This is an optimization exercise on Yosys and OpenROAD, whose aim is small area, not a production implementation. In this exercise RTL edits were held to simulation tests only and were not proved equivalent to the original. Power figures rest on the tool's default switching activity, not on a simulated workload.

Setup of harbor:
## smcore_monitor
module smcore_monitor (
    input  wire        clk,
    input  wire        rst,             
    input  wire        ms_tick,         
    input  wire        start,           
    input  wire        clear_latch,     
    input  wire [47:0] ain,             
    input  wire [3:0]  din,             
    input  wire [15:0] cfg_gain,
    input  wire [15:0] cfg_offset,
    input  wire [15:0] cfg_z1,
    input  wire [15:0] cfg_z2,
    input  wire [15:0] cfg_z3,
    input  wire [15:0] cfg_z4,
    input  wire [15:0] cfg_prox,
    input  wire [3:0]  cfg_ai_en,
    input  wire [3:0]  cfg_di_en,
    input  wire [3:0]  cfg_di_high,
    input  wire        cfg_auto_reset,
    output wire        ready,
    output reg         done,
    output wire        relay,
    output wire        indicator,
    output wire [2:0]  safety_status,
    output wire [4:0]  zone_status,
    output reg         prox_alert,
    output reg  [3:0]  safety_error,
    output reg  [47:0] ai_mv,           
    output wire [3:0]  di_status
);
Size in the first run: about 1400 cells after synthesis, roughly 440 flip-flops, about 250 I/O pins, roughly 0.016 mm2 of cells after synthesis.
==> flow/config.mk <==
export PLATFORM = sky130hd
export DESIGN_NAME = smcore_monitor
export DESIGN_NICKNAME = smcore_monitor
export VERILOG_FILES = /design/flow/design.v
export SDC_FILE = /design/flow/constraint.sdc
export NUM_CORES = 4
export LEC_CHECK = 0
export CAP_MARGIN = 20
export CORE_MARGIN = 2
export CORE_UTILIZATION = 60
export PLACE_DENSITY = 0.75
export SLEW_MARGIN = 20
==> flow/constraint.sdc <==
create_clock -name core_clock -period 17.0 [get_ports {clk}]
set_input_delay 3.4000 -clock core_clock [delete_from_list [all_inputs] [get_ports {clk}]]
set_output_delay 3.4000 -clock core_clock [all_outputs]
set_load 0.01 [all_outputs]
standard.sh (not shown) runs the stock make flow with config.mk's settings and CLKGATE_MAP_FILE= SYNTH_SCRIPT=/design/flow/synth_recipe.tcl, a recipe that flattens the netlist after the stock synthesis.
==> flow/flow/run.sh <==
#!/bin/bash
# Layout flow: the standard ORFS flow (standard.sh), with two changes:
#  - ports are buffered with the smallest buffer (sky130_fd_sc_hd__buf_1)
#  - clock tree: clkbuf_16 leaf clusters of at most 30 sinks, no dummy loads
# The full make/OpenROAD/Yosys output goes to flow_make.log in this folder.
set -euo pipefail
export BUFFER_PORTS_ARGS="-buffer_cell sky130_fd_sc_hd__buf_1"
export CTS_ARGS="-sink_clustering_enable -repair_clock_nets -dont_use_dummy_load -buf_list sky130_fd_sc_hd__clkbuf_16 -sink_clustering_size 30 -sink_clustering_max_diameter 100"
bash standard.sh > flow_make.log 2>&1
For ember, these inputs were changed with respect to harbor:
--- a/flow/design.v
+++ b/flow/design.v
@@ -104,26 +104,26 @@
     reg  [2:0]  upq;
     reg         inact1;
     wire        s3act = busy & (a3 <= 6'd32);
     wire        t3z   = (a3 == 6'd0);
     reg        bv;
     wire [2:0] usel  = t3z ? up : upq;
     wire       uin   = (a3 <= 6'd7) ? X[usel] : (a3 <= 6'd10) & upq[a3[1:0]];
     wire       c1015 = (a3 < 6'd10) & (a3 != 6'd3);
     wire       bvin  = ~t3z & bv;
     wire [1:0] dv    = {1'b0, c1015} - {1'b0, uin} - {1'b0, bvin};
     wire       vb    = dv[0];
     reg  [15:0] accP;
-    wire [15:0] pa3 = {accP[15:1], accP[0] & ~t3z};
-    wire [15:0] pb3 = (s3act & vb) ? cfg_offset : 16'd0;
+    wire [15:0] pa3 = t3z ? 16'd0 : accP;
+    wire [15:0] pb3 = vb ? cfg_offset : 16'd0;
     wire [16:0] c3;
     wire [16:0] sum3;
     assign c3[0] = 1'b0;
     genvar gi;
     generate for (gi = 0; gi < 16; gi = gi + 1) begin : fa3
         assign sum3[gi]  = pa3[gi] ^ pb3[gi] ^ c3[gi];
         assign c3[gi+1]  = (pa3[gi] & pb3[gi]) | (pa3[gi] & c3[gi]) | (pb3[gi] & c3[gi]);
     end endgenerate
     assign sum3[16] = c3[16];
     wire        pb   = sum3[0];
     reg  [2:0]  cy;
     wire        op2  = (a3 >= 6'd2)  & ~X[12];
@@ -178,25 +178,25 @@
     reg         big, nz, sticky;
     reg  [4:0]  lt, gt;                  
     reg  [24:0] R;
     wire fin5 = act5 & (c5 == (end10 ? 6'd15 : 6'd5));
     wire step = act5 & ~fin5;
     wire signed [7:0] hx = $signed({2'b00, c5}) - (noh ? 8'sd47 : 8'sd31) - {ei[6], ei};
     wire eok   = (a3 >= 6'd33) | (a3 < 6'd18);
     wire hact  = step & (nrm | noh) & eok & (hx >= 8'sd0) & (hx <= 8'sd8);
     wire hfst  = hact & (hx == 8'sd8);
     wire hb    = hfst | (hact & ef[hx[2:0]]);
     wire mr    = R[24] & hs & step;
     wire m     = mr & nrm;
-    wire [24:0] ra5 = {R[23:18] & {6{~hfst}}, R[17:0], 1'b0};
+    wire [24:0] ra5 = hfst ? 25'd0 : {R[23:0], 1'b0};
     wire [15:0] rb5 = hb ? cfg_gain : 16'd0;
     wire [25:0] c5c;
     wire [24:0] Rn;
     assign c5c[0] = 1'b0;
     genvar g5;
     generate for (g5 = 0; g5 < 25; g5 = g5 + 1) begin : fa5
         if (g5 < 16) begin : f
             assign Rn[g5]    = ra5[g5] ^ rb5[g5] ^ c5c[g5];
             assign c5c[g5+1] = (ra5[g5] & rb5[g5]) | (ra5[g5] & c5c[g5]) | (rb5[g5] & c5c[g5]);
         end else begin : h
             assign Rn[g5]    = ra5[g5] ^ c5c[g5];
             assign c5c[g5+1] = ra5[g5] & c5c[g5];
@@ -273,44 +273,42 @@
             if (cfg_ai_en[ch5]) begin
                 zacc <= zacc | {f_la, f_wl, f_wh, f_cr};
                 pacc <= pacc | f_px;
             end
             aer[ch5] <= aerr;
         end
     end
     reg  [31:0] ur;
     reg  [4:0]  P;
     reg  [5:0]  A;
     reg         cu;
     wire [5:0]  Pn   = {1'b0, P} + {5'd0, ms_tick};
-    wire        ab   = A[0];             
+    wire        ab   = (ph < 5'd6) & A[ph[2:0]];
     wire        uo   = ur[31] & ~zeroing;
     wire        cuin = ~phz & cu;
     wire [1:0]  us   = {1'b0, uo} + {1'b0, ab} + {1'b0, cuin};
     always @(posedge clk) begin
         if (rst) begin
             ph      <= 5'd0;
             zeroing <= 1'b1;
             P       <= 5'd0;
             A       <= 6'd0;
         end else begin
             ph <= ph + 5'd1;
             if (ph31) begin
                 zeroing <= 1'b0;
                 A       <= Pn;
                 P       <= 5'd0;
-            end else begin
-                A       <= {1'b0, A[5:1]};
-                P       <= Pn[4:0];
-            end
+            end else
+                P <= Pn[4:0];
         end
         ur <= {ur[30:0], us[0]};
         cu <= us[1];
     end
     reg         rd, rdp;
     reg  [4:0]  S;
     reg         cn;
     wire        sb   = (ph < 5'd5) & S[ph[2:0]];
     wire        cnin = ~phz & cn;
     wire [1:0]  ns   = {1'b0, ur[31]} + {1'b0, sb} + {1'b0, cnin};
     wire        nowb = ns[0];
     always @(posedge clk) begin
### Flow results
- Between harbor and ember, cell count after placement increased.
- Comparing the two runs side by side, ember comes out behind harbor on overall power of the completed layout.
- Transition time of the tightest slew-check pin in ember is 0.053 ns below harbor.
- Compared with harbor, ember shows final critical-path required period lower by 0.24 ns.
- Delta (ember minus harbor): routed wire length went up; maximum number of pins on one net before global-route repair now sits higher; maximum cell stage delay along the critical path has decreased.
- Compared with harbor, ember shows global-route wire length before repair that has gone up by a few percent.
- Total buffers and inverters traversed by the critical path in ember vs harbor: up 3
- The share of total power in combinational logic in ember was higher than what harbor gave.

==> port drivers added, routing unchanged <==
The results above use ideal ports. As a check the final layouts listed here were re-extracted and re-timed, cells and wires unchanged.
Step 1: set_driving_cell puts a clkbuf_16 on clk and a buf_2 on each other input, an assumption about the parent block.
Step 2 adds t to the input delays and takes it off the output delays; t is the mean of the earliest and latest rising clock arrival at the registers after step 1. Input paths then give back, and output paths get back, about the clock's delay inside the block.
a / b / c = no drivers / after step 1 / after step 2; a / b = the first two.
run | shift t [ns] | slack for setup (ns) | latest minus earliest clock arrival (ns) | slew at the worst register clock pin (ns) | worst slew at a driven data input, ns
harbor | 0.546 | 6.214 / 6.214 / 6.005 | 0.047 / 0.047 | 0.12 / 0.12 | 0.07
ember | 0.554 | 6.452 / 6.452 / 6.452 | 0.018 / 0.019 | 0.11 / 0.11 | 0.11
After both steps setup and hold are still met in every run listed. The setup slack of harbor, which loses most, moves by 0.000 ns with the drivers and by -0.209 ns with both steps.
